This design comes from an exercise in tuning for a short achievable clock period and few clock cycles on the open sky130 flow, not from production work. Function was checked by simulation only, so behaviour that the tests miss may differ from the original. Power and IR drop assume default switching activity.

==> run Z <==
==> flow/design.v (excerpt) <==
module e20_core (
    input  wire        clk,
    input  wire        rst,          
    output reg         mem_req,
    output reg         mem_we,
    output reg  [12:0] mem_addr,
    output reg  [15:0] mem_wdata,
    input  wire        mem_gnt,
    input  wire        mem_rvalid,
    input  wire [15:0] mem_rdata,
    output reg         halted
);
clock: 8.0 ns
lec_check: 0
abc_clock_period_in_ps: 3000
cap_margin: 20
core_margin: 2
core_utilization: 30
place_density: 0.5
setup_slack_margin: 5
slew_margin: 20
run.sh (not shown) runs the stock make flow with config.mk's settings and CLKGATE_MAP_FILE= SYNTH_SCRIPT=/design/flow/synth_recipe.tcl, a recipe that flattens the netlist after the stock synthesis.
==> inputs of run Y, as changes to run Z <==
--- a/flow/design.v
+++ b/flow/design.v
@@ -25,16 +25,18 @@
     wire port_busy = mem_req & m_data & ~mem_gnt;
     wire rd_acc    = mem_req & mem_gnt & ~mem_we;
     wire fetch_acc = mem_req & mem_gnt & ~m_data;
     reg [3:0]       nf;
     reg             nf_hi;        
     reg [FN-1:0]    f_ld;         
     reg [FN-1:0]    f_ok;         
     reg [13*FN-1:0] f_pc;         
+    reg [13*FN-1:0] f_npc;        
+    reg             nf_nz;        
     reg [3*FN-1:0]  f_dst;        
     reg [FN-1:0]    f_bp;         
     reg [13*FN-1:0] f_bt;         
     reg [BN-1:0]    b_v;
     reg [13*BN-1:0] b_pc;
     reg [13*BN-1:0] b_tgt;
     reg [BN-1:0]    b_ret;        
     reg [BN-1:0]    b_call;       
@@ -65,26 +67,26 @@
             3'd6: rf_rd = f[6*16 +: 16];
             3'd7: rf_rd = f[7*16 +: 16];
             default: rf_rd = 16'd0;
         endcase
     endfunction
     function [7:1] rbit(input [2:0] r);
         rbit = (8'd1 << r) >> 1;
     endfunction
-    wire        arr       = mem_rvalid & (nf != 4'd0);
+    wire        arr       = mem_rvalid & nf_nz;
     wire        arr_load  = arr & f_ld[0];
     wire        arr_fetch = arr & ~f_ld[0] & f_ok[0];
     wire [12:0] arr_pc    = f_pc[12:0];
     wire [2:0]  arr_dst   = f_dst[2:0];
     wire        arr_bp    = f_bp[0];
     wire [12:0] arr_bt    = f_bt[12:0];
     wire [15:0] w         = mem_rdata;
     wire [2:0]  w_op      = w[15:13];
-    wire [12:0] w_npc     = arr_pc + 13'd1;
+    wire [12:0] w_npc     = f_npc[12:0];
     wire [12:0] w_btgt    = w_npc + {{6{w[6]}}, w[6:0]};
     wire        w_rrr     = (w_op == OP_RRR);
     wire        w_jeqb    = (w_op == OP_JEQ) && w[6];
     wire        w_jr7     = w_rrr && (w[3:0] == 4'b1000) && (w[12:10] == 3'd7);
     wire        w_jump    = (w_op == OP_J) || (w_op == OP_JAL);
     wire        w_red     = w_jump || w_jeqb || w_jr7;
     reg  [12:0] w_tgt;
     always @(*) begin
@@ -220,16 +222,17 @@
             mem_addr <= 13'd0;
             m_data   <= 1'b0;
             fpc      <= 13'd0;
             halted   <= 1'b0;
             st_new   <= 1'b0;
             smc_q    <= 1'b0;
             nf       <= 4'd0;
             nf_hi    <= 1'b0;
+            nf_nz    <= 1'b0;
             nq       <= 4'd0;
             qh       <= 3'd0;
             qtl      <= 3'd0;
             rv       <= 1'b0;
             q_v      <= {QN{1'b0}};
             x_valid  <= 1'b0;
             pmask    <= 7'd0;
             ras      <= 13'd0;
@@ -265,40 +268,44 @@
                 b_pc[b_ptr*13 +: 13]  <= arr_pc;
                 b_tgt[b_ptr*13 +: 13] <= w_tgt;
                 b_ret[b_ptr]          <= w_jr7;
                 b_call[b_ptr]         <= (w_op == OP_JAL);
                 b_ptr                 <= b_ptr + 3'd1;
             end
             nf    <= nf_n;
             nf_hi <= (nf_n > 4'd4);
+            nf_nz <= (nf_n != 4'd0);
             for (i = 0; i < FN; i = i + 1) begin
                 if (arr) begin
                     if (i + 1 < FN && i + 1 < nf) begin
                         f_ld[i]            <= f_ld[i+1];
                         f_ok[i]            <= f_ok[i+1] & ~(flush | d_red);
                         f_pc[i*13 +: 13]   <= f_pc[(i+1)*13 +: 13];
+                        f_npc[i*13 +: 13]  <= f_npc[(i+1)*13 +: 13];
                         f_dst[i*3 +: 3]    <= f_dst[(i+1)*3 +: 3];
                         f_bp[i]            <= f_bp[i+1];
                         f_bt[i*13 +: 13]   <= f_bt[(i+1)*13 +: 13];
                     end else if (rd_acc && i + 1 == nf) begin
                         f_ld[i]            <= m_data;
                         f_ok[i]            <= ~(flush | d_red);
                         f_pc[i*13 +: 13]   <= mem_addr;
+                        f_npc[i*13 +: 13]  <= mem_addr + 13'd1;
                         f_dst[i*3 +: 3]    <= m_ldst;
                         f_bp[i]            <= bt_use;
                         f_bt[i*13 +: 13]   <= bt_tgt;
                     end
                 end else begin
                     if (i < nf) begin
                         f_ok[i]            <= f_ok[i] & ~(flush | d_red);
                     end else if (rd_acc && i == nf) begin
                         f_ld[i]            <= m_data;
                         f_ok[i]            <= ~(flush | d_red);
                         f_pc[i*13 +: 13]   <= mem_addr;
+                        f_npc[i*13 +: 13]  <= mem_addr + 13'd1;
                         f_dst[i*3 +: 3]    <= m_ldst;
                         f_bp[i]            <= bt_use;
                         f_bt[i*13 +: 13]   <= bt_tgt;
                     end
                 end
             end
             if (flush) begin
                 rv  <= 1'b0;
==> results.txt <==
item                                                                run Y           run Z
Result of the run                                          finished clean  finished clean
Power drawn by the combinational cells                            6.68 mW         7.83 mW
Xor and xnor area share after synthesis                             5.64%           6.03%
Number of clock sinks                                                1379            1274
Final Hold Slack                                                 0.433 ns        0.431 ns
Clock buffers and inverters, area share                             5.10%           5.08%
Crit Reg-Reg Endpoint                                                x_eq      q_ins[122]
Worst Reg-to-Reg Cells                                                 12              16
Tap Cells                                                            3220            3132
Routed length per instance                                        30.0 um         30.1 um
Number of buffers inserted during clock tree synthesis                158             148
Area share of buffers outside the clock network                     13.2%           13.2%
Sequential-to-total area share from yosys stat                      53.3%           51.6%
Number of sequential cells in the layout                             1379            1274
Pin count of the biggest net entering global routing                  111              89
Fraction of the mapped netlist area in simple logic gates           14.1%           12.2%
Total via count in the routed design                                65.1k           61.2k
Met1 track utilization from global routing                          34.5%           34.3%
Clk network pwr share                                               32.0%           30.1%
Number of cells produced by synthesis                                7042            6549
Testbench counts of run Z, summed over its fixed seeds: cycles 271,636.
Testbench counts of run Y, summed over its fixed seeds: cycles 271,636.

## static timing again, ports no longer ideal
How much do the figures lean on ideal ports? The routed layouts below were timed once more, with nothing changed but the port constraints.
Step 1 assumes that a clkbuf_16 drives the clock port and a buf_2 every other input.
Step 2 moves the port delays by t, midway between the first and last clock arrival at a register: inputs arrive t later, outputs are due t later. That takes back most of the time a late clock gives input paths.
Slacks: ideal ports / drivers / drivers and shift; pairs: ideal ports / drivers.
run | t (ns) | setup slack, ns | latest minus earliest clock arrival (ns)
run Z | 0.918 | 4.366 / 4.393 / 3.475 | 0.055 / 0.055
run Y | 0.924 | 4.252 / 4.122 / 3.197 | 0.048 / 0.047
After both steps every run listed still meets setup and hold. For run Y, which loses most, drivers alone change the setup slack by -0.130 ns; drivers and shift together by -1.055 ns.
